Background: an optimization exercise with open tools, aiming at small area, a short achievable clock period and few clock cycles per item. Do not read the settings as production practice. RTL that was checked went through simulation tests only; none was proved equivalent to the original. No functional check of the RTL was part of runs 3 to 6. Power figures rest on the tool's default switching activity, not on a simulated workload.

`flow/config.mk`:
```
export PLATFORM = sky130hd
export DESIGN_NAME = irlib2_codec
export DESIGN_NICKNAME = irlib2_codec
export VERILOG_FILES = /design/flow/design.v
export SDC_FILE = /design/flow/constraint.sdc
export NUM_CORES = 4
export LEC_CHECK = 0
export CAP_MARGIN = 20
export CORE_MARGIN = 2
export CORE_UTILIZATION = 40
export SLEW_MARGIN = 20
export SYNTH_HIERARCHICAL = 1
```
`flow/constraint.sdc`:
```
create_clock -name core_clock -period 10.0 [get_ports {clk}]
set_input_delay 2.0000 -clock core_clock [delete_from_list [all_inputs] [get_ports {clk}]]
set_output_delay 2.0000 -clock core_clock [all_outputs]
set_load 0.01 [all_outputs]
```
`flow/design.v`:
```
module irlib2_codec (
  input  wire        clk,
  input  wire        rst,
  input  wire        cmd_valid,
  input  wire [63:0] cmd_word,
  output wire        cmd_ready,
  input  wire [3:0]  rd_addr,
  output wire [31:0] rd_data,
  input  wire        cap_we,
  input  wire [15:0] cap_idx,
  input  wire        cap_level,
  input  wire [15:0] cap_dur,
  output wire        tok_valid,
  output wire        tok_level,
  output wire [15:0] tok_dur,
  input  wire        tok_ready
);
  localparam [15:0] ZERO_MIN = 16'd300;
  localparam [15:0] ZERO_MAX = 16'd500;
  localparam [15:0] ONE_MIN  = 16'd600;
  localparam [15:0] ONE_MAX  = 16'd1000;
  localparam [15:0] HDR_MIN  = 16'd1200;
  localparam [15:0] HDR_MAX  = 16'd2000;
  localparam [7:0] SEED_DEFAULT = 8'hAE;
  localparam [7:0] FIXED_MARKER = 8'hAA;
  localparam [3:0] CK_OFFSET    = 4'hD;
  function [3:0] checksum;
    input [3:0] t;
    input [3:0] w;
    begin
      checksum = CK_OFFSET + t + w;
    end
  endfunction
  wire [3:0] op = cmd_word[63:60];
  wire hi_zero  = (cmd_word[59:40] == 20'd0);
  wire mid_zero = (cmd_word[39:16] == 24'd0);
  wire is_nop     = (op == 4'h0) && hi_zero && mid_zero && (cmd_word[15:0] == 16'd0);
  wire is_enc_tw  = (op == 4'h1) && hi_zero && mid_zero;
  wire is_enc_raw = (op == 4'h2) && hi_zero;
  wire is_dec     = (op == 4'h3) && hi_zero && mid_zero;
  wire is_cksum   = (op == 4'h4) && hi_zero && mid_zero;
  wire is_legal   = is_nop | is_enc_tw | is_enc_raw | is_dec | is_cksum;
  wire is_enc     = is_enc_tw | is_enc_raw;
  wire [3:0] ck_cmd = checksum(cmd_word[11:8], cmd_word[3:0]);
  reg enc_busy;
  irlib2_ready u_ready (
    .cmd_hi   (cmd_word[63:16]),
    .enc_busy (enc_busy),
    .cmd_ready(cmd_ready)
  );
  wire accept_enc = cmd_valid && is_enc && !enc_busy;
  wire accept_dec = cmd_valid && is_dec;
  wire accept_ck  = cmd_valid && is_cksum;
  wire accept_ill = cmd_valid && !is_legal;
  reg [3:0] ck_res;
  reg       cmd_err;
  always @(posedge clk) begin
    if (rst) begin
      ck_res  <= 4'd0;
      cmd_err <= 1'b0;
    end else begin
      if (accept_ck)
        ck_res <= ck_cmd;
      if (accept_ill)
        cmd_err <= 1'b1;
    end
  end
  wire cls0   = (cap_dur >= ZERO_MIN) && (cap_dur <= ZERO_MAX);
  wire cls1   = (cap_dur >= ONE_MIN)  && (cap_dur <= ONE_MAX);
  wire hdr_in = cap_level && (cap_dur >= HDR_MIN) && (cap_dur <= HDR_MAX);
  wire band   = cls0 | cls1;
  wire good_p0 = !cap_level && band;
  wire good_p1 =  cap_level && band;
  wire e0_p0   = !cap_level && !cls0;
  wire e0_p1   =  cap_level && !cls0;
  wire cap_wr = cap_we && (cap_idx[15:6] == 10'd0);
  reg        hdr_ok;
  reg [40:1] c_good;
  reg [40:1] c_e0;
  always @(posedge clk) begin
    if (cap_wr && cap_idx[5:0] == 6'd0)
      hdr_ok <= hdr_in;
  end
  genvar j;
  generate
    for (j = 1; j <= 40; j = j + 1) begin : g_cap
      always @(posedge clk) begin
        if (cap_wr && cap_idx[5:0] == j) begin
          c_good[j] <= ((j - 1) % 2) ? good_p1 : good_p0;
          c_e0[j]   <= ((j - 1) % 2) ? e0_p1   : e0_p0;
        end
      end
    end
  endgenerate
  wire all_good = &c_good;
  wire [4:0] grp_bad;
  wire [2:0] loc_idx [0:4];
  wire [4:0] loc_amb;
  generate
    for (j = 0; j < 5; j = j + 1) begin : g_grp
      wire [7:0] gg = c_good[8*j+8:8*j+1];
      wire [7:0] ge = c_e0[8*j+8:8*j+1];
      assign grp_bad[j] = !(&gg);
      assign loc_idx[j] = !gg[0] ? 3'd0 : !gg[1] ? 3'd1 : !gg[2] ? 3'd2 : !gg[3] ? 3'd3 :
                          !gg[4] ? 3'd4 : !gg[5] ? 3'd5 : !gg[6] ? 3'd6 : 3'd7;
      assign loc_amb[j] = !gg[0] ? ge[0] : !gg[1] ? ge[1] : !gg[2] ? ge[2] : !gg[3] ? ge[3] :
                          !gg[4] ? ge[4] : !gg[5] ? ge[5] : !gg[6] ? ge[6] : ge[7];
    end
  endgenerate
  wire [2:0] f_grp = grp_bad[0] ? 3'd0 : grp_bad[1] ? 3'd1 : grp_bad[2] ? 3'd2 :
                     grp_bad[3] ? 3'd3 : grp_bad[4] ? 3'd4 : 3'd5;
  wire [5:0] f_idx = {f_grp, f_grp == 3'd5 ? 3'd0 : loc_idx[f_grp]};
  wire       f_amb = loc_amb[f_grp];
  wire [15:0] n_field  = cmd_word[15:0];
  wire        n_big    = (n_field[15:6] != 10'd0);
  wire        hdr_fail = !hdr_ok || (!n_big && n_field[5:0] == 6'd0);
  wire [5:0]  m_slots  = n_field[5:0] - 6'd1;
  wire        m_le_f   = !n_big && (m_slots <= f_idx);
  wire        miss     = m_le_f && (m_slots != 6'd40);
  wire [1:0] err_nx   = hdr_fail ? 2'd1 :
                        miss     ? 2'd2 :
                        all_good ? 2'd0 : {1'b1, f_amb};
  wire [5:0] slots_nx = hdr_fail ? 6'd0 :
                        m_le_f   ? m_slots : f_idx;
  wire [39:0] frame_nx;
  generate
    for (j = 0; j < 40; j = j + 1) begin : g_frame
      assign frame_nx[39 - j] = c_e0[j + 1];
    end
  endgenerate
  reg        dec_done;
  reg [1:0]  dec_err;      
  reg [5:0]  dec_slots;    
  reg [39:0] dec_frame;    
  always @(posedge clk) begin
    if (rst)
      dec_done <= 1'b0;
    else if (accept_dec)
      dec_done <= 1'b1;
  end
  always @(posedge clk) begin
    if (accept_dec) begin
      dec_err   <= err_nx;
      dec_slots <= slots_nx;
      dec_frame <= frame_nx;
    end
  end
  wire       dec_ok  = dec_done && (dec_err == 2'd0);
  wire [1:0] err_rd  = dec_done ? dec_err : 2'd0;
  wire       ckmm    = dec_ok && (dec_frame[3:0] != checksum(dec_frame[19:16], dec_frame[11:8]));
  reg [5:0]  enc_d;
  reg [40:1] enc_fr;
  wire        tw       = (op == 4'h1);
  wire [39:0] frame_in;
  assign frame_in[39:24] = cmd_word[39:24] | ({SEED_DEFAULT, FIXED_MARKER} & {16{tw}});
  assign frame_in[23:16] = cmd_word[23:16] | (cmd_word[15:8] & {8{tw}});
  assign frame_in[15:8]  = tw ? cmd_word[7:0] : cmd_word[15:8];
  assign frame_in[7:4]   = cmd_word[7:4] & {4{!tw}};
  assign frame_in[3:0]   = tw ? ck_cmd : cmd_word[3:0];
  always @(posedge clk) begin
    if (!enc_busy)
      enc_fr <= frame_in;
  end
  always @(posedge clk) begin
    if (rst) begin
      enc_busy <= 1'b0;
    end else if (accept_enc) begin
      enc_busy <= 1'b1;
    end else if (tok_ready && enc_busy && enc_d == 6'd0) begin
      enc_busy <= 1'b0;
    end
  end
  wire [41:0] fr_next = {enc_fr, 2'b00};
  reg         slot_bit;
  always @(posedge clk) begin
    if (!enc_busy) begin
      enc_d <= 6'd41;
    end else if (tok_ready) begin
      enc_d    <= enc_d - 6'd1;
      slot_bit <= fr_next[enc_d];
    end
  end
  wire is_hdr = (enc_d == 6'd41);
  wire is_trl = (enc_d == 6'd0);
  assign tok_valid = enc_busy;
  assign tok_level = enc_d[0];
  assign tok_dur   = is_hdr ? 16'd1600 :
                     is_trl ? 16'd1000 :
                     slot_bit ? 16'd800 : 16'd400;
  wire [31:0] status = {24'd0, cmd_err, ckmm, err_rd, dec_ok, dec_done, 1'b0, enc_busy};
  irlib2_rdmux u_rdmux (
    .rd_addr  (rd_addr),
    .status   (status[7:0]),
    .dec_ok   (dec_ok),
    .dec_done (dec_done),
    .dec_frame(dec_frame),
    .dec_slots(dec_slots),
    .ck_res   (ck_res),
    .rd_data  (rd_data)
  );
endmodule
module irlib2_ready (
  input  wire [63:16] cmd_hi,
  input  wire         enc_busy,
  output wire         cmd_ready
);
  wire [3:0] op       = cmd_hi[63:60];
  wire       hi_zero  = (cmd_hi[59:40] == 20'd0);
  wire       mid_zero = (cmd_hi[39:16] == 24'd0);
  wire       is_enc   = hi_zero && ((op == 4'h2) || (op == 4'h1 && mid_zero));
  assign cmd_ready = !(is_enc && enc_busy);
endmodule
module irlib2_rdmux (
  input  wire [3:0]  rd_addr,
  input  wire [7:0]  status,
  input  wire        dec_ok,
  input  wire        dec_done,
  input  wire [39:0] dec_frame,
  input  wire [5:0]  dec_slots,
  input  wire [3:0]  ck_res,
  output reg  [31:0] rd_data
);
  always @(*) begin
    case (rd_addr)
      4'h0:    rd_data = {24'd0, status};
      4'h1:    rd_data = dec_ok ? dec_frame[31:0] : 32'd0;
      4'h2:    rd_data = {24'd0, dec_ok ? dec_frame[39:32] : 8'd0};
      4'h3:    rd_data = {24'd0, 2'b00, dec_ok, 1'b0, dec_ok, 3'b000};
      4'h4:    rd_data = {31'd0, dec_ok};
      4'h5:    rd_data = {26'd0, dec_done ? dec_slots : 6'd0};
      4'h6:    rd_data = {28'd0, ck_res};
      default: rd_data = 32'd0;
    endcase
  end
endmodule
```
`flow/flow/run.sh`:
```
#!/bin/bash
# Standard ORFS flow (the standard.sh, standard synthesis unchanged) with
# different layout settings: smaller port buffers, a denser core and a larger
# setup margin for timing repair. Each tool's output stays in orfs/logs/.
set -euo pipefail
bash standard.sh \
  BUFFER_PORTS_ARGS="-buffer_cell sky130_fd_sc_hd__buf_1" \
  CORE_UTILIZATION=55 \
  SETUP_SLACK_MARGIN=5.0 \
  CTS_BUF_LIST=sky130_fd_sc_hd__clkbuf_8 \
  finish > standard.log 2>&1
```
`flow/standard.sh`:
```
#!/bin/bash
# synth_recipe.tcl (not shown) runs the flow's synth.tcl, then flattens the netlist and writes it again
# the make line also repeats each setting of config.mk as NAME=value (left out here)
make -C /OpenROAD-flow-scripts/flow DESIGN_CONFIG=/design/flow/config.mk WORK_HOME=/design/flow/orfs CLKGATE_MAP_FILE= SYNTH_SCRIPT=/design/flow/synth_recipe.tcl "${@:-finish}"
```
==> flow_summary.yaml, run 1 <==
cts:
  numCtsBuffers: 17
  postCtsHoldBufs: 0
  clockRootBuffer: "clkbuf_8"
  cts_tree: "yes"
  clk_latency_ns: 0.47
  cts_max_level: 4
  clkTransAtPathRegs_ns: 0.10
  clock-sinks: 183
  ctsLongestPathBuffers: 2
sta:
  slew_violations: 0
  slew_headroom_pct: 29.8
  fin_setup_tns_ns: 0
  fin_crit_sh_pct: 50.2
  clock_skew_ns: 0.0134
  rsz0062_at_grt: "yes"
  fin_crit_ns: 5.02
  hold_viol_final: 0
  finalSetupViolCount: 0
  max_slew.worst_pin.slew_ns: 1.03
  fmax_ghz: 0.199
detailed_routing:
  drt_wl_total_um: 24900
  initialDrtViolationCount: 720
  wl_per_cell_um: 20.8
  drc_errors: 0
  vias: 7188
  viasPerCell: 5.99
  ant_nets: 0
  drtPass1Iterations: 5
synth:
  mappedNetlistArea_mm2: 0.00946
  synth-compound-area-share_pct: 11.2
  synth_adder_area_share_pct: 2.93
  synth_ff_type: "edfxtp_1"
  yosys_warnings: 8
  synth_seq_cells: 183
  yosys.area_share.simple_pct: 19.2
  avgSynthCellArea_um2: 11.8
  synth_top_family_by_area: "simple AND/OR/NAND/NOR gates"
  seq_area_frac_synth_pct: 56.7
  yosysUniqueCellTypes: 82
  syn_inst: 802
  synth.area.mux_share_pct: 4.60
  synthXorXnorAreaFrac_pct: 1.76
  async_flop_share_pct: 0
  synth_edf_count: 170
floorplanning:
  initial_core_util_pct: 56.7
  die_w_um: 135
  die-area_mm2: 0.0183
  chipHeight_um: 135
  fp.coreArea_mm2: 0.0167
  rows: 47
  io_pins: 157
pwr:
  power_switching_w: 0.000330
  power_leakage_nw: 3.96
  ir_worst_vdd_uv: 89.4
  clkPwrFrac_pct: 34.3
  p_int_w: 0.00111
  comb_power_share_pct: 7.1
  power_density_mw_per_mm2: 130
  seqPwrFrac_pct: 58.6
  power_switching_share_pct: 23.0
min_path:
  hp-class: "flip-flop to flip-flop"
placement:
  port_buffers: 148
  place_congestion: 0.920
  hpwlAfterDp_um: 17700
  place_inst: 1154
setup_path:
  path_buf_inv: 2
  crit_path_max_incr_delay_ns: 0.44
  path_cells: "clkbuf_16, or3b_4, o211ai_1, clkbuf_2"
  critPathTopFamily: "simple AND/OR/NAND/NOR gates"
  setup.worst_path.class: "primary input to output port"
  crit_path_top_delay_cell: "or3b_4"
  crit_fanout: 6
  endpoint_kind: "output port"
  startpoint_type: "primary input"
  crit_arrival_ns: 3.02
  required_ns: 8.00
cells_and_area:
  stdcell_count: 1199
  drive_above_1_share_pct: 15.5
  area_growth_pct: 16.5
  layout_commonest_cell: "edfxtp_1"
  antenna_cells: 0
  layout.nets: 1094
  nFillCells: 1304
  final_cell_mix: "edfxtp_1 (170), buf_1 (122), nor2_1 (80)"
flow_run:
  drv_cap: 0
grt:
  track_usage_pct: 27.2
  grt_pass1_wl_um: 37200
  grt_max_degree: 50
  overflow: 0
  antenna_found_initial: 0
  grt_pass1_vias: 6938
outcome:
  status: "complete, no violations"
-- through the flow --
step	util, %	setup WS, ns	power (W)	hold WS, ns	cell area [µm²]
6_report	66.0	4.98	0.00144	0.452	11000
5_1_grt	66.0	4.96	0.00148	0.464	11000
4_1_cts	64.6	4.97	0.00143	0.452	10800
3_5_place_dp	61.3	4.27	0.000945	0.437	10200
3_3_place_gp	61.3	4.36	0.000941	0.434	10200
2_1_floorplan	-	5.02	0.000905	0.418	9520
-- Yosys stat by module (local to each module, per instance) --
module        times used  flops+latches  cells inside
irlib2_ready           1              0            19
irlib2_rdmux           1              0            87
irlib2_codec           1            183           696
-- per-layer routing --
metal / track usage, % / up-vias / wire [µm]
li1: - / 3359 / -
met1: 36.9 / 3528 / 10500
met2: 46.1 / 268 / 12600
met3: 4.26 / 33 / 1440
met4: 7.52 / 0 / 385
met5: 0 / - / 0
-- power by group through the flow --
stage / logic [W] / registers, W / clock network (W)
after CTS: 0.0000920 / 0.000842 / 0.000495
after global placement: 0.0000820 / 0.000859 / 0
final: 0.000102 / 0.000842 / 0.000492
after floorplan: 0.0000469 / 0.000858 / 0
after detailed placement: 0.0000852 / 0.000860 / 0
after global routing: 0.000110 / 0.000843 / 0.000529
-- path summary, 6_finish.rpt --
| kind | startpoint | end | slack [ns] | depth (start not counted) |
|---|---|---|---|---|
| worst max-delay path | rd_addr[3] | rd_data[5] | 4.98 | 4 |
| worst min-delay path | c_e0[30] | dec_frame[10] | 0.45 | 0 |
| worst max register to register | c_good[7] | dec_err[1] | 6.22 | 14 |
| worst min register to register | c_e0[30] | dec_frame[10] | 0.45 | 0 |
-- synth_stat cells, types with 10 or more instances --
master | count | area, µm²
mux2i_1 | 12 | 120
nor2_1 | 81 | 304
nand2b_1 | 10 | 62.6
nor3_1 | 12 | 60.1
a21oi_1 | 26 | 130
mux4_2 | 10 | 225
a21o_1 | 12 | 90.1
nand4_1 | 15 | 93.8
nor2b_1 | 19 | 119
inv_1 | 45 | 169
buf_4 | 10 | 75.1
and2_1 | 28 | 175
nand2_1 | 46 | 173
or2_2 | 10 | 62.6
nor4_1 | 26 | 163
dfxtp_1 | 13 | 260
ha_1 | 19 | 238
nand3_1 | 19 | 95.1
o21ai_0 | 35 | 175
xnor2_1 | 12 | 105
edfxtp_1 | 170 | 5100
a211oi_1 | 10 | 75.1
nand3b_1 | 12 | 90.1
-- layout make-up --
class	instances	area, µm²	share of cell area, %
multi-input combinational	554	3960	35.9
clock buffer	17	234	2.12
inverter	46	173	1.57
clock inverter	14	150	1.36
timing repair buffer	165	866	7.85
tap	220	275	2.50
sequential	183	5370	48.7
-- cell families (layout without fill, tap and decap cells) --
kind of cell    count (synthesis)  after routing
simple gates                  324            326
flops                         183            183
compound gates                149            149
buf+inv                        75            242
mux                            30             30
fa+ha+maj                      21             21
xor+xnor                       19             19
other cells                     1              9
-- registers in the layout, indices dropped and copies added, names as in the netlist --
name and count:
dec_err 2, enc_busy 1, enc_fr 40, dec_slots 6, c_good 40, slot_bit 1
hdr_ok 1, enc_d 6, dec_done 1, c_e0 40, ck_res 4, cmd_err 1
dec_frame 40
-- repair_timing --
item | CTS | global route
setup endpoints to repair | 33 | 28
setup buffers | 2 | 6
gates cloned | 2 | 4
pin swaps | 6 | 14
resized for setup | 49 | 27
Testbench counts, summed over its fixed seeds: cycles 15,389, frames 410.
==> run 2, diff against run 1 <==
--- a/flow/flow/run.sh
+++ b/flow/flow/run.sh
@@ -6,6 +6,8 @@
 bash standard.sh \
   BUFFER_PORTS_ARGS="-buffer_cell sky130_fd_sc_hd__buf_1" \
-  CORE_UTILIZATION=55 \
+  CORE_UTILIZATION=65 \
   SETUP_SLACK_MARGIN=5.0 \
-  CTS_BUF_LIST=sky130_fd_sc_hd__clkbuf_8 \
+  CTS_BUF_LIST=sky130_fd_sc_hd__clkbuf_16 \
+  CTS_CLUSTER_SIZE=30 \
+  CTS_CLUSTER_DIAMETER=100 \
   finish > standard.log 2>&1
==> flow_summary.yaml, run 2 <==
min_path:
  min-delay-start: "c_e0[37]"
  hp-class: "flip-flop to flip-flop"
  min_path_cells: 0
  holdPathEnd: "dec_frame[3]"
detailed_routing:
  drtPass1Iterations: 8
  met2WireLength_um: 12600
  wl_per_cell_um: 21.6
  vias: 7480
  drc_errors: 0
  viasPerCell: 6.46
  initialDrtViolationCount: 922
  met1Wirelength_um: 9540
  dr_wl_met3_um: 2180
  ant_nets: 0
  drt_wl_total_um: 25000
  top_layer: "met4"
placement:
  port_buffers: 148
  dp_slack_ns: 4.26
  place_inst: 1119
  place_congestion: 0.965
  hpwlAfterDp_um: 17800
cts:
  cts_tree: "yes"
  numCtsBuffers: 17
  cts_max_level: 4
  clockRootBuffer: "clkbuf_16"
  clkTransAtPathRegs_ns: 0.07
  clock-sinks: 183
  postCtsHoldBufs: 0
  ctsLongestPathBuffers: 2
  clk_latency_ns: 0.43
cells_and_area:
  multi_input_area_mm2: 0.00391
  stdcell_count: 1157
  area_growth_pct: 16.6
  layout_commonest_cell: "edfxtp_1"
  nFillCells: 933
  final_cell_mix: "edfxtp_1 (170), buf_1 (122), nor2_1 (80)"
  seqCellArea_mm2: 0.00537
  layout.nets: 1088
  drive_above_1_share_pct: 14.4
  antenna_cells: 0
setup_path:
  crit_arrival_ns: 3.03
  startpoint_type: "primary input"
  crit_fanout: 15
  endpoint_kind: "output port"
  r2r_slack_ns: 6.22
  timing.rr.start: "c_good[6]"
  worst-r2r-cell-count: 14
  setup.worst_path.class: "primary input to output port"
  timing.rr.end: "dec_err[1]"
  required_ns: 8.00
synth:
  avgSynthCellArea_um2: 11.8
  yosysUniqueCellTypes: 82
  syn_inst: 802
  synth_adder_area_share_pct: 2.93
  synth_edf_count: 170
  synth-compound-area-share_pct: 11.2
  synth.area.mux_share_pct: 4.60
  synth_top_family_by_area: "simple AND/OR/NAND/NOR gates"
  synth_seq_cells: 183
  yosys-top-cells-count: "edfxtp_1 (170), nor2_1 (81), nand2_1 (46)"
  synthDominantCellAreaShare_pct: 53.9
  synth_ff_type: "edfxtp_1"
  mappedNetlistArea_mm2: 0.00946
  yosys-top-cells-area: "edfxtp_1 (54%), nor2_1 (3.2%), dfxtp_1 (2.7%), ha_1 (2.5%), mux4_2 (2.4%)"
  yosys.area_share.simple_pct: 19.2
  yosys_warnings: 8
  async_flop_share_pct: 0
  synthXorXnorAreaFrac_pct: 1.76
  yosysMostFrequentCell: "edfxtp_1"
  synth_top_cell_by_area: "edfxtp_1"
  seq_area_frac_synth_pct: 56.7
floorplanning:
  die_w_um: 125
  chipHeight_um: 125
  fp.coreArea_mm2: 0.0144
  initial_core_util_pct: 65.9
  io_pins: 157
  die-area_mm2: 0.0155
  rows: 44
grt:
  overflow: 0
  grt_pass1_vias: 7170
  antenna_found_initial: 0
  track_usage_pct: 32.4
  grt_pass1_wl_um: 38600
  grt_max_degree: 50
sta:
  rsz0062_at_grt: "yes"
  fin_crit_ns: 5.03
  clock_skew_ns: 0.00946
  slew_headroom_pct: 37.0
  finalSetupViolCount: 0
  fmax_ghz: 0.199
  setup_slack_ns: 4.97
  fin_setup_tns_ns: 0
  hold_viol_final: 0
  holdWs_ns: 0.448
  slew_violations: 0
  max_slew.worst_pin.slew_ns: 0.922
  fin_crit_sh_pct: 50.3
pwr:
  power_density_mw_per_mm2: 147
  clkPwrFrac_pct: 42.2
  power_leakage_nw: 3.98
  power_switching_w: 0.000352
  ir_worst_vdd_uv: 128
  seqPwrFrac_pct: 51.8
  power_switching_share_pct: 21.6
  comb_power_share_pct: 6.0
  p_int_w: 0.00127
flow_run:
  drv_cap: 0
outcome:
  status: "complete, no violations"
-- run 2: critical path, stage by stage --
cell	delay, ns
buf_12	0.13
or3b_2	0.45
a21boi_1	0.15
a2111o_1	0.16
buf_2	0.14
-- run 2: worst max-delay path by stage --
stage | startpoint | to | slack (ns) | depth (start not counted)
after CTS | rd_addr[2] | rd_data[0] | 5.00 | 5
after global placement | rd_addr[1] | rd_data[0] | 4.34 | 5
after detailed placement | rd_addr[1] | rd_data[0] | 4.26 | 5
after global routing | rd_addr[3] | rd_data[3] | 4.97 | 5
final | rd_addr[2] | rd_data[0] | 4.97 | 5
after floorplan | cmd_word[40] | dec_err[0] | 5.02 | 4
-- run 2: kinds of logic (layout without fill, tap and decap cells) --
family                     count (synthesis)  after routing
AOI/OAI and AO/OA                        149            149
muxes                                     30             30
DFF                                      183            183
xor gates and xnor gates                  19             19
and+or+nand+nor                          324            326
adders and majority gates                 21             21
buffers and inverters                     75            236
other                                      1              9
-- run 2: area by class of cell --
type	count	share of cell area [%]
sequential	183	48.6
timing repair buffer	159	6.85
inverter	46	1.56
clock buffer	17	3.85
tap	184	2.09
multi-input combinational	554	35.5
clock inverter	14	1.59
-- run 2: repair_timing --
action | CTS | global route
resized for setup | 36 | 28
setup endpoints to repair | 33 | 32
pin swaps | 9 | 10
gates cloned | 2 | 0
buffers inserted | 3 | 2
-- run 2: per-layer routing --
metal  vias up  track usage (%)
met1      3597             42.6
met5         -                0
li1       3360                -
met3        65             5.50
met4         0             12.1
met2       458             54.7
-- run 2: power groups by stage --
stage / Clock [W] / Sequential, W / Combinational [W]
finish: 0.000687 / 0.000843 / 0.0000969
detailed placement: 0 / 0.000860 / 0.0000858
CTS: 0.000688 / 0.000843 / 0.0000931
floorplan: 0 / 0.000858 / 0.0000469
global placement: 0 / 0.000859 / 0.0000820
global route: 0.000717 / 0.000843 / 0.000105
-- run 2: per-stage QoR --
step	power, W	area, µm²	util, %
6_report	0.00163	11000	76.8
5_1_grt	0.00167	11000	76.8
4_1_cts	0.00162	10900	76.2
3_5_place_dp	0.000945	10200	70.9
3_3_place_gp	0.000941	10200	70.9
2_1_floorplan	0.000905	9520	-
-- run 2: per-module statistics from Yosys, one instance, submodules excluded --
module | cells | area, µm²
irlib2_codec | 696 | 8750
irlib2_ready | 19 | 146
irlib2_rdmux | 87 | 569
==> run 3, diff against run 2 <==
--- a/flow/design.v
+++ b/flow/design.v
@@ -122,5 +122,5 @@
                         all_good ? 2'd0 : {1'b1, f_amb};
   wire [5:0] slots_nx = hdr_fail ? 6'd0 :
-                        m_le_f   ? m_slots : f_idx;
+                        m_le_f   ? m_slots : f_idx;    
   wire [39:0] frame_nx;
   generate
@@ -129,23 +129,26 @@
     end
   endgenerate
+  wire        ok_nx   = (err_nx == 2'd0);
+  wire [7:0]  res_lo  = ok_nx ? frame_nx[7:0] : {err_nx, slots_nx};
   reg        dec_done;
-  reg [1:0]  dec_err;      
-  reg [5:0]  dec_slots;    
-  reg [39:0] dec_frame;    
-  always @(posedge clk) begin
-    if (rst)
+  reg        dec_ok;
+  reg [39:0] dec_res;
+  always @(posedge clk) begin
+    if (rst) begin
       dec_done <= 1'b0;
-    else if (accept_dec)
+      dec_ok   <= 1'b0;
+    end else if (accept_dec) begin
       dec_done <= 1'b1;
-  end
-  always @(posedge clk) begin
-    if (accept_dec) begin
-      dec_err   <= err_nx;
-      dec_slots <= slots_nx;
-      dec_frame <= frame_nx;
-    end
-  end
-  wire       dec_ok  = dec_done && (dec_err == 2'd0);
-  wire [1:0] err_rd  = dec_done ? dec_err : 2'd0;
+      dec_ok   <= ok_nx;
+    end
+  end
+  always @(posedge clk) begin
+    if (accept_dec)
+      dec_res <= {frame_nx[39:8], res_lo};
+  end
+  wire       dec_fail  = dec_done && !dec_ok;
+  wire [1:0] err_rd    = dec_fail ? dec_res[7:6] : 2'd0;
+  wire [5:0] slots_rd  = dec_ok ? 6'd40 : dec_fail ? dec_res[5:0] : 6'd0;
+  wire [39:0] dec_frame = dec_res;
   wire       ckmm    = dec_ok && (dec_frame[3:0] != checksum(dec_frame[19:16], dec_frame[11:8]));
   reg [5:0]  enc_d;
@@ -193,7 +196,6 @@
     .status   (status[7:0]),
     .dec_ok   (dec_ok),
-    .dec_done (dec_done),
     .dec_frame(dec_frame),
-    .dec_slots(dec_slots),
+    .slots_rd (slots_rd),
     .ck_res   (ck_res),
     .rd_data  (rd_data)
@@ -215,7 +217,6 @@
   input  wire [7:0]  status,
   input  wire        dec_ok,
-  input  wire        dec_done,
   input  wire [39:0] dec_frame,
-  input  wire [5:0]  dec_slots,
+  input  wire [5:0]  slots_rd,
   input  wire [3:0]  ck_res,
   output reg  [31:0] rd_data
@@ -228,5 +229,5 @@
       4'h3:    rd_data = {24'd0, 2'b00, dec_ok, 1'b0, dec_ok, 3'b000};
       4'h4:    rd_data = {31'd0, dec_ok};
-      4'h5:    rd_data = {26'd0, dec_done ? dec_slots : 6'd0};
+      4'h5:    rd_data = {26'd0, slots_rd};
       4'h6:    rd_data = {28'd0, ck_res};
       default: rd_data = 32'd0;
--- a/flow/flow/run.sh
+++ b/flow/flow/run.sh
@@ -6,8 +6,6 @@
 bash standard.sh \
   BUFFER_PORTS_ARGS="-buffer_cell sky130_fd_sc_hd__buf_1" \
-  CORE_UTILIZATION=65 \
+  CORE_UTILIZATION=55 \
   SETUP_SLACK_MARGIN=5.0 \
-  CTS_BUF_LIST=sky130_fd_sc_hd__clkbuf_16 \
-  CTS_CLUSTER_SIZE=30 \
-  CTS_CLUSTER_DIAMETER=100 \
+  CTS_BUF_LIST=sky130_fd_sc_hd__clkbuf_8 \
   finish > standard.log 2>&1
==> flow_summary.yaml, run 3 <==
outcome:
  status: "complete, no violations"
detailed_routing:
  viasPerCell: 6.11
  wl_per_cell_um: 20.3
  initialDrtViolationCount: 689
  drt_wl_total_um: 24600
  drtPass1Iterations: 5
  ant_nets: 0
  drc_errors: 0
  vias: 7395
sta:
  fmax_ghz: 0.197
  hold_viol_final: 0
  slew_violations: 0
  rsz0062_at_grt: "yes"
  clock_skew_ns: 0.0130
  fin_crit_sh_pct: 50.7
  fin_crit_ns: 5.07
  max_slew.worst_pin.slew_ns: 1.06
  finalSetupViolCount: 0
  slew_headroom_pct: 29.1
  fin_setup_tns_ns: 0
  setup_slack_ns: 4.93
synth:
  synth_adder_area_share_pct: 2.98
  yosys.area_share.simple_pct: 19.8
  seq_area_frac_synth_pct: 55.2
  synthDominantCellAreaShare_pct: 52.2
  synth.area.mux_share_pct: 4.69
  syn_inst: 815
  mappedNetlistArea_mm2: 0.00932
  yosys_warnings: 8
  synthXorXnorAreaFrac_pct: 1.50
  synth-compound-area-share_pct: 12.1
  synth_edf_count: 162
  yosys-top-cells-count: "edfxtp_1 (162), nor2_1 (79), nand2_1 (55)"
  synth_top_family_by_area: "simple AND/OR/NAND/NOR gates"
  yosysUniqueCellTypes: 78
  synth_top_cell_by_area: "edfxtp_1"
  yosys-top-cells-area: "edfxtp_1 (52%), nor2_1 (3.2%), dfxtp_1 (3.0%), and2_1 (2.6%), ha_1 (2.6%)"
  avgSynthCellArea_um2: 11.4
  yosysMostFrequentCell: "edfxtp_1"
  synth_seq_cells: 176
  synth_ff_type: "edfxtp_1"
  async_flop_share_pct: 0
setup_path:
  path_cells: "buf_4, nor4b_4, nand4_1, o22ai_2, nand4_1, buf_2"
  crit_fanout: 3
  setup.worst_path.class: "primary input to output port"
  startpoint_type: "primary input"
  endpoint_kind: "output port"
  r2r_slack_ns: 5.63
  crit_path_top_delay_cell: "nor4b_4"
  crit_path_max_incr_delay_ns: 0.28
  crit_arrival_ns: 3.07
  crit_top_cell: "nand4_1"
  required_ns: 8.00
pwr:
  ir_worst_vdd_uv: 123
  power_density_mw_per_mm2: 130
  power_leakage_nw: 4.01
flow_run:
  drv_cap: 0
placement:
  place_congestion: 0.937
  dp_slack_ns: 4.33
  port_buffers: 148
  place_inst: 1164
  placed_cell_area_mm2: 0.0101
  hpwlAfterDp_um: 17400
cells_and_area:
  layout_commonest_cell: "edfxtp_1"
  area_growth_pct: 18.2
  final_core_util_pct: 66.4
  finalInstanceArea_mm2: 0.0110
  stdcell_count: 1210
  final_cell_mix: "edfxtp_1 (162), buf_1 (108), nor2_1 (76)"
  nFillCells: 1295
  antenna_cells: 0
  layout.nets: 1104
  drive_above_1_share_pct: 16.1
grt:
  grt_pass1_vias: 7167
  track_usage_pct: 27.8
  overflow: 0
  grt_use_met3_pct: 4.84
  use_met1_pct: 34.1
  antenna_found_initial: 0
  grt_pass1_wl_um: 38300
  grt_max_degree: 44
  grtUsageMet2_pct: 50.4
  top_usage_layer: "met2"
cts:
  clkTransAtPathRegs_ns: 0.09
  numCtsBuffers: 17
  clock-sinks: 176
  clockRootBuffer: "clkbuf_8"
  ctsLongestPathBuffers: 2
  clk_latency_ns: 0.47
  cts_max_level: 4
  cts_tree: "yes"
floorplanning:
  die_w_um: 134
  fp.coreArea_mm2: 0.0166
  rows: 47
  io_pins: 157
  die-area_mm2: 0.0180
  initial_core_util_pct: 56.2
  chipHeight_um: 134
min_path:
  hp-class: "flip-flop to flip-flop"
run 3: cell types whose count changed in the layout (fill, tap and decap cells not counted), moves of 7 or more:
cell,change
buf_4,+7
o21ai_0,-11
clkbuf_16,-16
buf_1,-14
clkbuf_2,-8
edfxtp_1,-8
buf_6,+11
clkbuf_8,+17
nand2_1,+9
and2_4,+9
run 3: Yosys stat by module, one instance, submodules excluded:
module	times used	cells inside	flip-flops and latches
irlib2_rdmux	1	79	0
irlib2_ready	1	19	0
irlib2_codec	1	717	176
run 3: kinds of logic (layout without fill, tap and decap cells):
group	Yosys count	count (layout)
simple gates	333	336
flops	176	176
compound gates	162	162
buf+inv	76	240
mux	30	30
fa+ha+maj	21	21
xor+xnor	16	16
other cells	1	9
run 3: metrics by stage:
stage,total power [W],hold slack [ns]
after floorplan,0.000874,0.421
after global placement,0.000908,0.436
after detailed placement,0.000912,0.437
after CTS,0.00143,0.459
after global routing,0.00148,0.472
final,0.00143,0.457
run 3: where the power goes:
part	switching, W	internal (W)	total, W
Combinational	0.0000584	0.0000460	0.000104
Sequential	0.00000305	0.000807	0.000810
Clock	0.000268	0.000251	0.000519
run 3: worst max-delay path, delay by kind of cell:
family | cells | cell delay, ns
and+or+nand+nor | 3 | 0.55
buffers and inverters | 2 | 0.29
AOI/OAI and AO/OA | 1 | 0.23
run 3: routing by layer:
metal | share of wire [%] | wire, µm | vias up
li1 | - | - | 3413
met1 | 39 | 9700 | 3591
met3 | 5.7 | 1400 | 55
met2 | 52 | 12800 | 336
met5 | 0 | 0 | -
met4 | 2.8 | 694 | 0
run 3: final timing paths:
check,end,cells past startpoint,start
worst max-delay path,cmd_ready,6,cmd_word[17]
worst min-delay path,dec_res[33],0,c_e0[7]
worst max register to register,dec_res[2],13,c_good[31]
worst min register to register,dec_res[33],0,c_e0[7]
run 3: final cells by class:
class	count	area [µm²]	area share (%)
Clock inverter	15	183	1.66
Multi-Input combinational cell	574	4070	37.0
Inverter	43	161	1.47
Timing Repair Buffer	165	940	8.54
Tap cell	220	275	2.50
Clock buffer	17	234	2.13
Sequential cell	176	5140	46.7
run 3: timing repair:
item | CTS | global route
hold buffers | 0 | 0
setup endpoints to repair | 33 | 25
pin swaps | 23 | 16
gates resized for setup | 89 | 29
gates cloned | 3 | 1
setup buffers | 4 | 6
==> run 4, diff against run 3 <==
--- a/flow/design.v
+++ b/flow/design.v
@@ -122,5 +122,5 @@
                         all_good ? 2'd0 : {1'b1, f_amb};
   wire [5:0] slots_nx = hdr_fail ? 6'd0 :
-                        m_le_f   ? m_slots : f_idx;    
+                        m_le_f   ? m_slots : f_idx;
   wire [39:0] frame_nx;
   generate
@@ -129,39 +129,33 @@
     end
   endgenerate
-  wire        ok_nx   = (err_nx == 2'd0);
-  wire [7:0]  res_lo  = ok_nx ? frame_nx[7:0] : {err_nx, slots_nx};
   reg        dec_done;
-  reg        dec_ok;
-  reg [39:0] dec_res;
-  always @(posedge clk) begin
-    if (rst) begin
+  reg [1:0]  dec_err;      
+  reg [5:0]  dec_slots;    
+  reg [39:0] dec_frame;    
+  always @(posedge clk) begin
+    if (rst)
       dec_done <= 1'b0;
-      dec_ok   <= 1'b0;
-    end else if (accept_dec) begin
+    else if (accept_dec)
       dec_done <= 1'b1;
-      dec_ok   <= ok_nx;
-    end
-  end
-  always @(posedge clk) begin
-    if (accept_dec)
-      dec_res <= {frame_nx[39:8], res_lo};
-  end
-  wire       dec_fail  = dec_done && !dec_ok;
-  wire [1:0] err_rd    = dec_fail ? dec_res[7:6] : 2'd0;
-  wire [5:0] slots_rd  = dec_ok ? 6'd40 : dec_fail ? dec_res[5:0] : 6'd0;
-  wire [39:0] dec_frame = dec_res;
+  end
+  always @(posedge clk) begin
+    if (accept_dec) begin
+      dec_err   <= err_nx;
+      dec_slots <= slots_nx;
+      dec_frame <= frame_nx;
+    end
+  end
+  wire       dec_ok  = dec_done && (dec_err == 2'd0);
+  wire [1:0] err_rd  = dec_done ? dec_err : 2'd0;
   wire       ckmm    = dec_ok && (dec_frame[3:0] != checksum(dec_frame[19:16], dec_frame[11:8]));
   reg [5:0]  enc_d;
-  reg [40:1] enc_fr;
-  wire        tw       = (op == 4'h1);
-  wire [39:0] frame_in;
-  assign frame_in[39:24] = cmd_word[39:24] | ({SEED_DEFAULT, FIXED_MARKER} & {16{tw}});
-  assign frame_in[23:16] = cmd_word[23:16] | (cmd_word[15:8] & {8{tw}});
-  assign frame_in[15:8]  = tw ? cmd_word[7:0] : cmd_word[15:8];
-  assign frame_in[7:4]   = cmd_word[7:4] & {4{!tw}};
-  assign frame_in[3:0]   = tw ? ck_cmd : cmd_word[3:0];
-  always @(posedge clk) begin
-    if (!enc_busy)
-      enc_fr <= frame_in;
+  reg [39:0] enc_fr;
+  reg        enc_tw;
+  wire tw = (op == 4'h1);
+  always @(posedge clk) begin
+    if (!enc_busy) begin
+      enc_fr <= {cmd_word[39:20], cmd_word[19:16] | (ck_cmd & {4{tw}}), cmd_word[15:0]};
+      enc_tw <= tw;
+    end
   end
   always @(posedge clk) begin
@@ -174,6 +168,14 @@
     end
   end
-  wire [41:0] fr_next = {enc_fr, 2'b00};
-  reg         slot_bit;
+  localparam [15:0] TW_TOP = {SEED_DEFAULT, FIXED_MARKER};
+  wire [5:0] nb     = enc_d - 6'd2;
+  wire [5:0] fr_idx = enc_tw ? nb - 6'd8 : nb;
+  wire       fr_bit = enc_fr[fr_idx];
+  wire [5:0] nb_top = nb - 6'd24;
+  wire       tw_bit = (nb >= 6'd24) ? TW_TOP[nb_top[3:0]] :
+                      (nb >= 6'd8)  ? fr_bit :
+                      (nb >= 6'd4)  ? 1'b0 : enc_fr[{4'b0100, nb[1:0]}];
+  wire       nx_bit = enc_tw ? tw_bit : fr_bit;
+  reg        slot_bit;
   always @(posedge clk) begin
     if (!enc_busy) begin
@@ -181,5 +183,5 @@
     end else if (tok_ready) begin
       enc_d    <= enc_d - 6'd1;
-      slot_bit <= fr_next[enc_d];
+      slot_bit <= nx_bit;
     end
   end
@@ -196,6 +198,7 @@
     .status   (status[7:0]),
     .dec_ok   (dec_ok),
+    .dec_done (dec_done),
     .dec_frame(dec_frame),
-    .slots_rd (slots_rd),
+    .dec_slots(dec_slots),
     .ck_res   (ck_res),
     .rd_data  (rd_data)
@@ -217,6 +220,7 @@
   input  wire [7:0]  status,
   input  wire        dec_ok,
+  input  wire        dec_done,
   input  wire [39:0] dec_frame,
-  input  wire [5:0]  slots_rd,
+  input  wire [5:0]  dec_slots,
   input  wire [3:0]  ck_res,
   output reg  [31:0] rd_data
@@ -229,5 +233,5 @@
       4'h3:    rd_data = {24'd0, 2'b00, dec_ok, 1'b0, dec_ok, 3'b000};
       4'h4:    rd_data = {31'd0, dec_ok};
-      4'h5:    rd_data = {26'd0, slots_rd};
+      4'h5:    rd_data = {26'd0, dec_done ? dec_slots : 6'd0};
       4'h6:    rd_data = {28'd0, ck_res};
       default: rd_data = 32'd0;
==> flow_summary.yaml, run 4 <==
outcome:
  status: "complete, no violations"
placement:
  hpwlAfterDp_um: 16900
  place_congestion: 0.885
  port_buffers: 148
  dp_slack_ns: 4.24
cts:
  ctsLongestPathBuffers: 2
  clkTransAtPathRegs_ns: 0.10
  cts_max_level: 4
  clk_latency_ns: 0.46
  cts_tree: "yes"
  clock-sinks: 184
  postCtsHoldBufs: 0
  clockRootBuffer: "clkbuf_8"
  numCtsBuffers: 17
floorplanning:
  chipHeight_um: 135
  initial_core_util_pct: 56.3
  die-area_mm2: 0.0181
  io_pins: 157
  rows: 47
  fp.coreArea_mm2: 0.0166
  die_w_um: 135
cells_and_area:
  drive_above_1_share_pct: 13.9
  final_core_util_pct: 65.8
  layout.nets: 1087
  area_growth_pct: 16.7
  nFillCells: 1323
  layout_commonest_cell: "edfxtp_1"
  antenna_cells: 0
  final_cell_mix: "edfxtp_1 (171), buf_1 (108), nor2_1 (79)"
sta:
  clock_skew_ns: 0.0126
  fin_crit_ns: 5.06
  max_slew.worst_pin.slew_ns: 0.936
  rsz0062_at_grt: "yes"
  holdWs_ns: 0.457
  fin_crit_sh_pct: 50.6
  fmax_ghz: 0.198
  setup_slack_ns: 4.94
  slew_headroom_pct: 37.3
  finalSetupViolCount: 0
  hold_viol_final: 0
  slew_violations: 0
  fin_setup_tns_ns: 0
synth:
  yosys-top-cells-count: "edfxtp_1 (171), nor2_1 (80), inv_1 (46)"
  synth_seq_cells: 184
  yosysMostFrequentCell: "edfxtp_1"
  synth_edf_count: 171
  synthDominantCellAreaShare_pct: 54.8
  mappedNetlistArea_mm2: 0.00938
  async_flop_share_pct: 0
  synth_top_cell_by_area: "edfxtp_1"
  yosys_warnings: 8
  syn_inst: 788
  yosys-top-cells-area: "edfxtp_1 (55%), ha_1 (3.3%), nor2_1 (3.2%), dfxtp_1 (2.8%), mux4_2 (2.6%)"
  synth_ff_type: "edfxtp_1"
  avgSynthCellArea_um2: 11.9
  yosysUniqueCellTypes: 71
  seq_area_frac_synth_pct: 57.5
pwr:
  power_leakage_nw: 3.96
  power_density_mw_per_mm2: 127
  p_total_w: 0.00139
  ir_worst_vdd_uv: 98.7
setup_path:
  timing.rr.start: "c_good[36]"
  r2r_slack_ns: 6.04
  endpoint_kind: "output port"
  startpoint_type: "primary input"
  timing.rr.end: "dec_slots[5]"
  setup.worst_path.end: "rd_data[0]"
  crit_arrival_ns: 3.06
  required_ns: 8.00
  startpoint: "rd_addr[2]"
  crit_fanout: 8
  worst-r2r-cell-count: 13
  setup.worst_path.class: "primary input to output port"
grt:
  track_usage_pct: 26.6
  overflow: 0
  grt_pass1_wl_um: 36500
  grt_max_degree: 50
  antenna_found_initial: 0
  grt_pass1_vias: 7013
detailed_routing:
  vias: 7102
  drt_wl_total_um: 23800
  viasPerCell: 5.98
  drc_errors: 0
  drtPass1Iterations: 7
  wl_per_cell_um: 20.0
  initialDrtViolationCount: 384
  ant_nets: 0
min_path:
  hp-class: "flip-flop to flip-flop"
  min_path_cells: 0
flow_run:
  drv_cap: 0
run 4: critical path: stages:
cell and delay (ns):
buf_12 0.12, and4bb_4 0.22, and3_4 0.17, a2111o_1 0.40, buf_2 0.15
run 4: how the worst min path moves through the flow:
| stage | from | to | slack, ns |
|---|---|---|---|
| finish | c_e0[40] | dec_frame[0] | 0.46 |
| global route | c_e0[10] | dec_frame[30] | 0.48 |
| CTS | c_e0[12] | dec_frame[28] | 0.46 |
| detailed placement | c_e0[26] | dec_frame[14] | 0.43 |
| global placement | c_e0[5] | dec_frame[35] | 0.43 |
| floorplan | cmd_err | cmd_err | 0.42 |
run 4: layout make-up:
class / count / area [µm²] / area share (%)
repair buffers: 162 / 912 / 8.33
flip-flops and latches: 184 / 5400 / 49.3
well taps: 220 / 275 / 2.51
multi-input cells: 542 / 3830 / 35.0
inverters: 47 / 176 / 1.61
clock buffers: 17 / 234 / 2.14
clock inverters: 15 / 121 / 1.11
run 4: timing repair:
item	in CTS	in global routing
gates resized for setup	53	48
endpoints found under the setup margin	33	31
cloned	3	3
buffers inserted	2	6
pin swaps	2	16
run 4: modules after synthesis (local to each module, per instance):
module / cells inside / copies in the design / flip-flops and latches
irlib2_rdmux: 87 / 1 / 0
irlib2_codec: 682 / 1 / 184
irlib2_ready: 19 / 1 / 0
run 4: report_power, final:
group | total [W] | leakage [nW] | internal, W | switching [W]
combinational | 0.0000882 | 2.16 | 0.0000382 | 0.0000499
clock | 0.000454 | 0.184 | 0.000178 | 0.000276
sequential | 0.000845 | 1.63 | 0.000842 | 0.00000264
total | 0.00139 | 3.96 | 0.00106 | 0.000328
run 4: per-stage QoR:
step,area (µm²),cells
4_1_cts,10700,1178
2_1_floorplan,9410,796
6_report,10900,1187
3_5_place_dp,10100,1141
3_3_place_gp,10100,1141
5_1_grt,10900,1187
run 4: routing by layer:
metal	vias to the layer above	global-route usage, %	share of wire [%]
met4	0	11.6	3.7
met1	3436	30.6	38
met3	64	4.92	6.3
met2	278	48.6	52
li1	3324	-	-
met5	-	0	0
run 4: logic make-up (layout without fill, tap and decap cells):
logic type      Yosys count  in the layout  share of synthesized area (%)
xor+xnor                 22             22                           2.05
compound gates          141            141                           10.3
buf+inv                  72            241                           3.46
fa+ha+maj                27             27                           3.76
simple gates            316            318                           18.5
flops                   184            184                           57.5
other cells               1              9                         0.0400
mux                      25             25                           4.35
==> run 5, diff against run 4 <==
--- a/flow/design.v
+++ b/flow/design.v
@@ -6,5 +6,5 @@
   output wire        cmd_ready,
   input  wire [3:0]  rd_addr,
-  output wire [31:0] rd_data,
+  output reg  [31:0] rd_data,
   input  wire        cap_we,
   input  wire [15:0] cap_idx,
@@ -194,14 +194,16 @@
                      slot_bit ? 16'd800 : 16'd400;
   wire [31:0] status = {24'd0, cmd_err, ckmm, err_rd, dec_ok, dec_done, 1'b0, enc_busy};
-  irlib2_rdmux u_rdmux (
-    .rd_addr  (rd_addr),
-    .status   (status[7:0]),
-    .dec_ok   (dec_ok),
-    .dec_done (dec_done),
-    .dec_frame(dec_frame),
-    .dec_slots(dec_slots),
-    .ck_res   (ck_res),
-    .rd_data  (rd_data)
-  );
+  always @(*) begin
+    case (rd_addr)
+      4'h0:    rd_data = status;
+      4'h1:    rd_data = dec_ok ? dec_frame[31:0] : 32'd0;
+      4'h2:    rd_data = {24'd0, dec_ok ? dec_frame[39:32] : 8'd0};
+      4'h3:    rd_data = {24'd0, 2'b00, dec_ok, 1'b0, dec_ok, 3'b000};
+      4'h4:    rd_data = {31'd0, dec_ok};
+      4'h5:    rd_data = {26'd0, dec_done ? dec_slots : 6'd0};
+      4'h6:    rd_data = {28'd0, ck_res};
+      default: rd_data = 32'd0;
+    endcase
+  end
 endmodule
 module irlib2_ready (
@@ -216,25 +218,2 @@
   assign cmd_ready = !(is_enc && enc_busy);
 endmodule
-module irlib2_rdmux (
-  input  wire [3:0]  rd_addr,
-  input  wire [7:0]  status,
-  input  wire        dec_ok,
-  input  wire        dec_done,
-  input  wire [39:0] dec_frame,
-  input  wire [5:0]  dec_slots,
-  input  wire [3:0]  ck_res,
-  output reg  [31:0] rd_data
-);
-  always @(*) begin
-    case (rd_addr)
-      4'h0:    rd_data = {24'd0, status};
-      4'h1:    rd_data = dec_ok ? dec_frame[31:0] : 32'd0;
-      4'h2:    rd_data = {24'd0, dec_ok ? dec_frame[39:32] : 8'd0};
-      4'h3:    rd_data = {24'd0, 2'b00, dec_ok, 1'b0, dec_ok, 3'b000};
-      4'h4:    rd_data = {31'd0, dec_ok};
-      4'h5:    rd_data = {26'd0, dec_done ? dec_slots : 6'd0};
-      4'h6:    rd_data = {28'd0, ck_res};
-      default: rd_data = 32'd0;
-    endcase
-  end
-endmodule
==> flow_summary.yaml, run 5 <==
outcome:
  status: "complete, no violations"
cells_and_area:
  stdcell_count: 1158
  final_cell_mix: "edfxtp_1 (171), buf_1 (107), nor2_1 (92)"
  layout.nets: 1058
  drive_above_1_share_pct: 16.7
  antenna_cells: 0
  layout_commonest_cell: "edfxtp_1"
  area_growth_pct: 18.2
sta:
  clock_skew_ns: 0.0122
  fin_crit_sh_pct: 52.0
  fmax_ghz: 0.192
  rsz0062_at_grt: "yes"
  slew_violations: 0
  slew_headroom_pct: 26.4
  hold_viol_final: 0
  max_slew.worst_pin.slew_ns: 1.10
  holdWs_ns: 0.455
  fin_crit_ns: 5.20
  finalSetupViolCount: 0
  fin_setup_tns_ns: 0
cts:
  cts_tree: "yes"
  postCtsHoldBufs: 0
  ctsLongestPathBuffers: 2
  clock-sinks: 184
  numCtsBuffers: 17
  clkTransAtPathRegs_ns: 0.09
  clockRootBuffer: "clkbuf_8"
  cts_max_level: 4
  clk_latency_ns: 0.46
setup_path:
  crit_path_top_delay_cell: "or3_4"
  startpoint_type: "primary input"
  endpoint_kind: "output port"
  crit_top_cell: "buf_8"
  path_buf_inv: 4
  crit_fanout: 10
  timing.rr.start: "c_good[26]"
  timing.rr.end: "dec_slots[3]"
  worst-r2r-cell-count: 13
  required_ns: 8.00
  path_cells: "buf_8, or3_4, buf_8, nor2_4, buf_12, and2_1, buf_2"
  r2r_slack_ns: 5.83
  critPathTopFamily: "simple AND/OR/NAND/NOR gates"
  crit_path_max_incr_delay_ns: 0.39
  crit_arrival_ns: 3.20
  setup.worst_path.class: "primary input to output port"
min_path:
  min-delay-start: "c_e0[14]"
  hp-class: "flip-flop to flip-flop"
  min_path_cells: 0
  holdPathEnd: "dec_frame[26]"
detailed_routing:
  drc_errors: 0
  drtPass1Iterations: 6
  ant_nets: 0
  wl_per_cell_um: 20.2
  vias: 6859
  viasPerCell: 5.92
  initialDrtViolationCount: 460
  drt_wl_total_um: 23300
grt:
  overflow: 0
  track_usage_pct: 26.9
  grt_pass1_vias: 6757
  grt_max_degree: 50
  antenna_found_initial: 0
  grt_pass1_wl_um: 36100
floorplanning:
  initial_core_util_pct: 55.6
  die-area_mm2: 0.0176
  rows: 47
  fp.coreArea_mm2: 0.0164
  chipHeight_um: 133
  die_w_um: 133
  io_pins: 157
synth:
  synth_top_cell_by_area: "edfxtp_1"
  yosys.area_share.simple_pct: 18.0
  synth-compound-area-share_pct: 8.92
  yosys_warnings: 7
  synth_edf_count: 171
  yosysMostFrequentCell: "edfxtp_1"
  synth_ff_type: "edfxtp_1"
  synth_seq_cells: 184
  avgSynthCellArea_um2: 12.1
  synthDominantCellAreaShare_pct: 56.3
  yosys-top-cells-area: "edfxtp_1 (56%), nor2_1 (3.9%), ha_1 (3.3%), mux4_2 (3.0%), dfxtp_1 (2.9%)"
  synth_adder_area_share_pct: 3.73
  mappedNetlistArea_mm2: 0.00913
  synthXorXnorAreaFrac_pct: 2.30
  synth.area.mux_share_pct: 4.98
  async_flop_share_pct: 0
  yosys-top-cells-count: "edfxtp_1 (171), nor2_1 (95), nand2_1 (60)"
  synth_top_family_by_area: "simple AND/OR/NAND/NOR gates"
  seq_area_frac_synth_pct: 59.1
  yosysUniqueCellTypes: 74
  syn_inst: 753
placement:
  place_inst: 1110
  place_congestion: 0.913
  port_buffers: 148
  hpwlAfterDp_um: 16800
pwr:
  power_leakage_nw: 3.96
  power_density_mw_per_mm2: 127
  ir_worst_vdd_uv: 114
flow_run:
  drv_cap: 0
## run 5: cell count changes after synthesis, moves of 8 or more
cell / previous run / this run
nor2_1: 80 / 95
a211oi_1: 13 / 5
o21ai_0: 27 / 16
and3_1: 10 / 2
and2_1: 34 / 24
inv_1: 46 / 36
nand2_1: 45 / 60
nor3_1: 9 / 19
a21oi_1: 22 / 30
## run 5: logic make-up after synthesis
logic type	after synthesis
xor+xnor	24
simple gates	315
buf+inv	58
flops	184
compound gates	115
other cells	1
mux	30
fa+ha+maj	26
## run 5: area by class of cell
cell class              count  area [µm²]
repair buffers            168         955
flip-flops and latches    184        5400
well taps                 220         275
clock inverters            14         103
inverters                  36         135
multi-input cells         519        3690
clock buffers              17         234
fillers                  1270        5620
## run 5: through the flow
step	setup slack (ns)	area (µm²)	total power, W	util (%)
2_1_floorplan	4.95	9190	0.000900	-
3_3_place_gp	4.38	9920	0.000934	60.4
3_5_place_dp	4.30	9920	0.000937	60.4
4_1_cts	4.83	10700	0.00137	65.2
5_1_grt	4.77	10800	0.00141	65.8
6_report	4.80	10800	0.00137	65.8
## run 5: worst max path at each step
stage / start / end / slack, ns / cells past startpoint
global placement: rd_addr[3] / rd_data[4] / 4.38 / 6
detailed placement: rd_addr[3] / rd_data[4] / 4.30 / 6
floorplan: rd_addr[1] / rd_data[2] / 4.95 / 6
global route: rd_addr[2] / rd_data[15] / 4.77 / 7
finish: rd_addr[2] / rd_data[12] / 4.80 / 7
CTS: rd_addr[0] / rd_data[2] / 4.83 / 6
## run 5: per-layer routing
metal | wire length [µm] | track usage, % | vias up
met5 | 0 | 0 | -
met4 | 854 | 13.7 | 0
met3 | 1020 | 4.10 | 51
met2 | 12300 | 47.6 | 240
met1 | 9210 | 31.9 | 3376
li1 | - | - | 3192
## run 5: per-module statistics from Yosys (local to each module, per instance)
module | cell area [µm²] | copies in the design | flip-flops and latches
irlib2_ready | 146 | 1 | 0
irlib2_codec | 8980 | 1 | 184
## run 5: worst reg2reg max path, cell delays in order, from the launching register on
cell	delay, ns
edfxtp_1	0.44
nand4_2	0.22
or2_2	0.38
o21ai_1	0.42
mux2i_1	0.29
a21oi_1	0.10
or3_1	0.43
ha_1	0.32
o211ai_1	0.11
a21oi_1	0.20
o211ai_2	0.10
a22oi_2	0.55
mux2i_1	0.27
nor2_1	0.07
## run 5: repair_timing
| action | CTS | global route |
|---|---|---|
| setup buffers | 15 | 0 |
| gates cloned | 2 | 0 |
| gates resized for setup | 87 | 28 |
| pin swaps | 20 | 14 |
| setup endpoints to repair | 33 | 33 |
## run 5: where the power goes
| part | total, W | switching, W | internal, W | leakage [nW] |
|---|---|---|---|---|
| Sequential | 0.000845 | 0.00000299 | 0.000842 | 1.63 |
| Clock | 0.000439 | 0.000267 | 0.000172 | 0.173 |
| Combinational | 0.0000850 | 0.0000499 | 0.0000351 | 2.16 |
==> run 6, diff against run 5 <==
--- a/flow/design.v
+++ b/flow/design.v
@@ -122,5 +122,5 @@
                         all_good ? 2'd0 : {1'b1, f_amb};
   wire [5:0] slots_nx = hdr_fail ? 6'd0 :
-                        m_le_f   ? m_slots : f_idx;
+                        m_le_f   ? m_slots : f_idx;    
   wire [39:0] frame_nx;
   generate
@@ -129,23 +129,26 @@
     end
   endgenerate
+  wire        ok_nx   = (err_nx == 2'd0);
+  wire [7:0]  res_lo  = ok_nx ? frame_nx[7:0] : {err_nx, slots_nx};
   reg        dec_done;
-  reg [1:0]  dec_err;      
-  reg [5:0]  dec_slots;    
-  reg [39:0] dec_frame;    
-  always @(posedge clk) begin
-    if (rst)
+  reg        dec_ok;
+  reg [39:0] dec_res;
+  always @(posedge clk) begin
+    if (rst) begin
       dec_done <= 1'b0;
-    else if (accept_dec)
+      dec_ok   <= 1'b0;
+    end else if (accept_dec) begin
       dec_done <= 1'b1;
-  end
-  always @(posedge clk) begin
-    if (accept_dec) begin
-      dec_err   <= err_nx;
-      dec_slots <= slots_nx;
-      dec_frame <= frame_nx;
-    end
-  end
-  wire       dec_ok  = dec_done && (dec_err == 2'd0);
-  wire [1:0] err_rd  = dec_done ? dec_err : 2'd0;
+      dec_ok   <= ok_nx;
+    end
+  end
+  always @(posedge clk) begin
+    if (accept_dec)
+      dec_res <= {frame_nx[39:8], res_lo};
+  end
+  wire        dec_fail  = dec_done && !dec_ok;
+  wire [1:0]  err_rd    = dec_fail ? dec_res[7:6] : 2'd0;
+  wire [5:0]  slots_rd  = dec_ok ? 6'd40 : dec_fail ? dec_res[5:0] : 6'd0;
+  wire [39:0] dec_frame = dec_res;
   wire       ckmm    = dec_ok && (dec_frame[3:0] != checksum(dec_frame[19:16], dec_frame[11:8]));
   reg [5:0]  enc_d;
@@ -201,5 +204,5 @@
       4'h3:    rd_data = {24'd0, 2'b00, dec_ok, 1'b0, dec_ok, 3'b000};
       4'h4:    rd_data = {31'd0, dec_ok};
-      4'h5:    rd_data = {26'd0, dec_done ? dec_slots : 6'd0};
+      4'h5:    rd_data = {26'd0, slots_rd};
       4'h6:    rd_data = {28'd0, ck_res};
       default: rd_data = 32'd0;
==> flow_summary.yaml, run 6 <==
setup_path:
  path_cells: "buf_1, nor4_1, nand3_1, o22ai_2, nand4_1, buf_2"
  crit_fanout: 3
  required_ns: 8.00
  setup.worst_path.class: "primary input to output port"
  crit_arrival_ns: 3.07
  startpoint_type: "primary input"
  crit_path_max_incr_delay_ns: 0.35
  endpoint_kind: "output port"
  crit_path_top_delay_cell: "nor4_1"
outcome:
  status: "complete, no violations"
sta:
  finalSetupViolCount: 0
  hold_viol_final: 0
  rsz0062_at_grt: "yes"
  max_slew.worst_pin.slew_ns: 1.04
  holdWs_ns: 0.461
  fin_setup_tns_ns: 0
  fin_crit_sh_pct: 50.7
  fmax_ghz: 0.197
  fin_crit_ns: 5.07
  clock_skew_ns: 0.0158
  slew_violations: 0
  slew_headroom_pct: 30.8
cts:
  cts_max_level: 4
  clock-sinks: 177
  clk_latency_ns: 0.47
  numCtsBuffers: 17
  cts_tree: "yes"
  clockRootBuffer: "clkbuf_8"
  ctsLongestPathBuffers: 2
  clkTransAtPathRegs_ns: 0.10
detailed_routing:
  vias: 7424
  drc_errors: 0
  initialDrtViolationCount: 669
  drt_wl_total_um: 24900
  wl_per_cell_um: 20.5
  drtPass1Iterations: 5
  viasPerCell: 6.12
  ant_nets: 0
grt:
  track_usage_pct: 27.1
  overflow: 0
  grt_max_degree: 45
  grt_pass1_vias: 6983
  antenna_found_initial: 0
  grt_pass1_wl_um: 37000
floorplanning:
  rows: 47
  fp.coreArea_mm2: 0.0166
  die_w_um: 134
  chipHeight_um: 134
  die-area_mm2: 0.0180
  io_pins: 157
  initial_core_util_pct: 56.3
synth:
  yosysMostFrequentCell: "edfxtp_1"
  seq_area_frac_synth_pct: 55.4
  synth_edf_count: 163
  synthDominantCellAreaShare_pct: 52.4
  avgSynthCellArea_um2: 11.5
  synth_seq_cells: 177
  yosys_warnings: 7
  yosysUniqueCellTypes: 75
  synth_top_cell_by_area: "edfxtp_1"
  yosys-top-cells-count: "edfxtp_1 (163), nor2_1 (84), nand2_1 (56)"
  yosys-top-cells-area: "edfxtp_1 (52%), nor2_1 (3.4%), ha_1 (3.2%), dfxtp_1 (3.0%), nand2_1 (2.3%)"
  mappedNetlistArea_mm2: 0.00934
  synth_ff_type: "edfxtp_1"
  syn_inst: 813
  async_flop_share_pct: 0
cells_and_area:
  stdcell_count: 1213
  layout.nets: 1112
  multi_input_area_mm2: 0.00402
  seqCellArea_mm2: 0.00518
  drive_above_1_share_pct: 15.8
  area_growth_pct: 18.0
  layout_commonest_cell: "edfxtp_1"
  antenna_cells: 0
  nFillCells: 1312
  final_cell_mix: "edfxtp_1 (163), buf_1 (107), nor2_1 (82)"
placement:
  place_congestion: 0.917
  hpwlAfterDp_um: 17600
  port_buffers: 148
  place_inst: 1161
pwr:
  ir_worst_vdd_uv: 77.5
  power_density_mw_per_mm2: 126
  power_leakage_nw: 4.02
flow_run:
  drv_cap: 0
min_path:
  hp-class: "flip-flop to flip-flop"
[run 6: cell types whose count changed in the layout (fill, tap and decap cells not counted), sizes merged, moves of 5 or more]
cell	delta
edfxtp	-8
a31oi	+7
inv	+21
nor4	+6
nor2	-12
and3	+5
o31ai	+5
o21ai	+7
[run 6: routing by layer]
layer / track usage [%] / share of wire, % / vias to the layer above
met5: 0 / 0 / -
met4: 6.96 / 1.7 / 0
met3: 4.65 / 7.8 / 35
met2: 41.7 / 46 / 387
met1: 40.2 / 45 / 3571
li1: - / - / 3431
[run 6: critical path: cells and delay by family]
| kind | cells | cell delay [ns] |
|---|---|---|
| simple gates | 3 | 0.66 |
| compound gates | 1 | 0.13 |
| buf+inv | 2 | 0.27 |
[run 6: worst paths after layout]
| path | to | start | depth (start not counted) | slack, ns |
|---|---|---|---|---|
| setup / recovery | cmd_ready | cmd_word[30] | 6 | 4.93 |
| hold / removal | dec_res[11] | c_e0[29] | 0 | 0.46 |
| setup reg to reg | dec_res[2] | c_good[25] | 12 | 5.97 |
| hold reg to reg | dec_res[11] | c_e0[29] | 0 | 0.46 |
[run 6: power by group]
group	internal, W	leakage (nW)	total, W	switching (W)
clock network	0.000183	0.192	0.000473	0.000290
logic	0.0000403	2.27	0.0000980	0.0000577
registers	0.000810	1.56	0.000812	0.00000243
total	0.00103	4.02	0.00138	0.000350
[run 6: per-stage QoR]
| step | total power, W | setup slack [ns] | cell area [µm²] | utilization, % |
|---|---|---|---|---|
| 6_report | 0.00138 | 4.93 | 11000 | 66.4 |
| 2_1_floorplan | 0.000870 | 5.00 | 9370 | - |
| 3_3_place_gp | 0.000906 | 4.08 | 10100 | 60.7 |
| 3_5_place_dp | 0.000910 | 3.97 | 10100 | 60.7 |
| 4_1_cts | 0.00137 | 5.00 | 10600 | 64.0 |
| 5_1_grt | 0.00142 | 4.90 | 11000 | 66.4 |
[run 6: per-module statistics from Yosys, one instance, submodules excluded]
module        area, µm²  cells inside
irlib2_codec       9190           794
irlib2_ready        146            19
[run 6: cells by family (layout without fill, tap and decap cells)]
| logic type | Yosys count | in the layout | share of synthesized area, % |
|---|---|---|---|
| AND/OR/NAND/NOR | 324 | 326 | 19.5 |
| flip-flops | 177 | 177 | 55.4 |
| AO/OA/AOI/OAI | 157 | 157 | 11.7 |
| buffers and inverters | 82 | 253 | 3.75 |
| adder cells (fa/ha/maj) | 26 | 26 | 3.65 |
| multiplexers | 26 | 26 | 4.01 |
| XOR/XNOR | 20 | 20 | 1.96 |
| other | 1 | 8 | 0.0402 |
[run 6: cell type report]
cell class                 instances  share of cell area (%)
clock buffer                      17                    2.12
clock inverter                    15                    1.24
sequential                       177                    47.0
inverter                          53                    1.92
timing repair buffer             168                    8.68
tap                              220                    2.50
multi-input combinational        563                    36.5
[run 6: timing repair]
item                                    in CTS  in global routing
hold buffers                                 0                  0
setup buffers                                3                 13
gates cloned                                 2                  2
pin swaps                                    8                 15
gates resized for setup                     51                 81
endpoints found under the setup margin      33                 37

## port drivers added, routing unchanged
No port has a modelled driver above. Below, the same layouts with a new extraction and two added sets of constraints.
Step 1 assumes that a clkbuf_16 drives the clock port and a buf_2 every other input.
Step 2 moves the port delays by t, midway between the first and last clock arrival at a register: inputs arrive t later, outputs are due t later. That takes back most of the time a late clock gives input paths.
Slacks: no drivers / after step 1 / after step 2; pairs: no drivers / after step 1.
run	t (ns)	setup slack, ns	slew at the worst register clock pin (ns)
run 1	0.502	4.980 / 4.882 / 4.882	0.10 / 0.10
run 2	0.470	4.967 / 4.917 / 4.917	0.07 / 0.07
run 3	0.496	4.928 / 4.906 / 4.738	0.10 / 0.10
run 4	0.496	4.942 / 4.843 / 4.843	0.10 / 0.10
run 5	0.492	4.805 / 4.762 / 4.762	0.10 / 0.10
run 6	0.506	4.934 / 4.907 / 4.734	0.11 / 0.11
After both steps setup and hold are still met in every run listed. The setup slack of run 6, which loses most, moves by -0.027 ns with the drivers and by -0.200 ns with both steps.
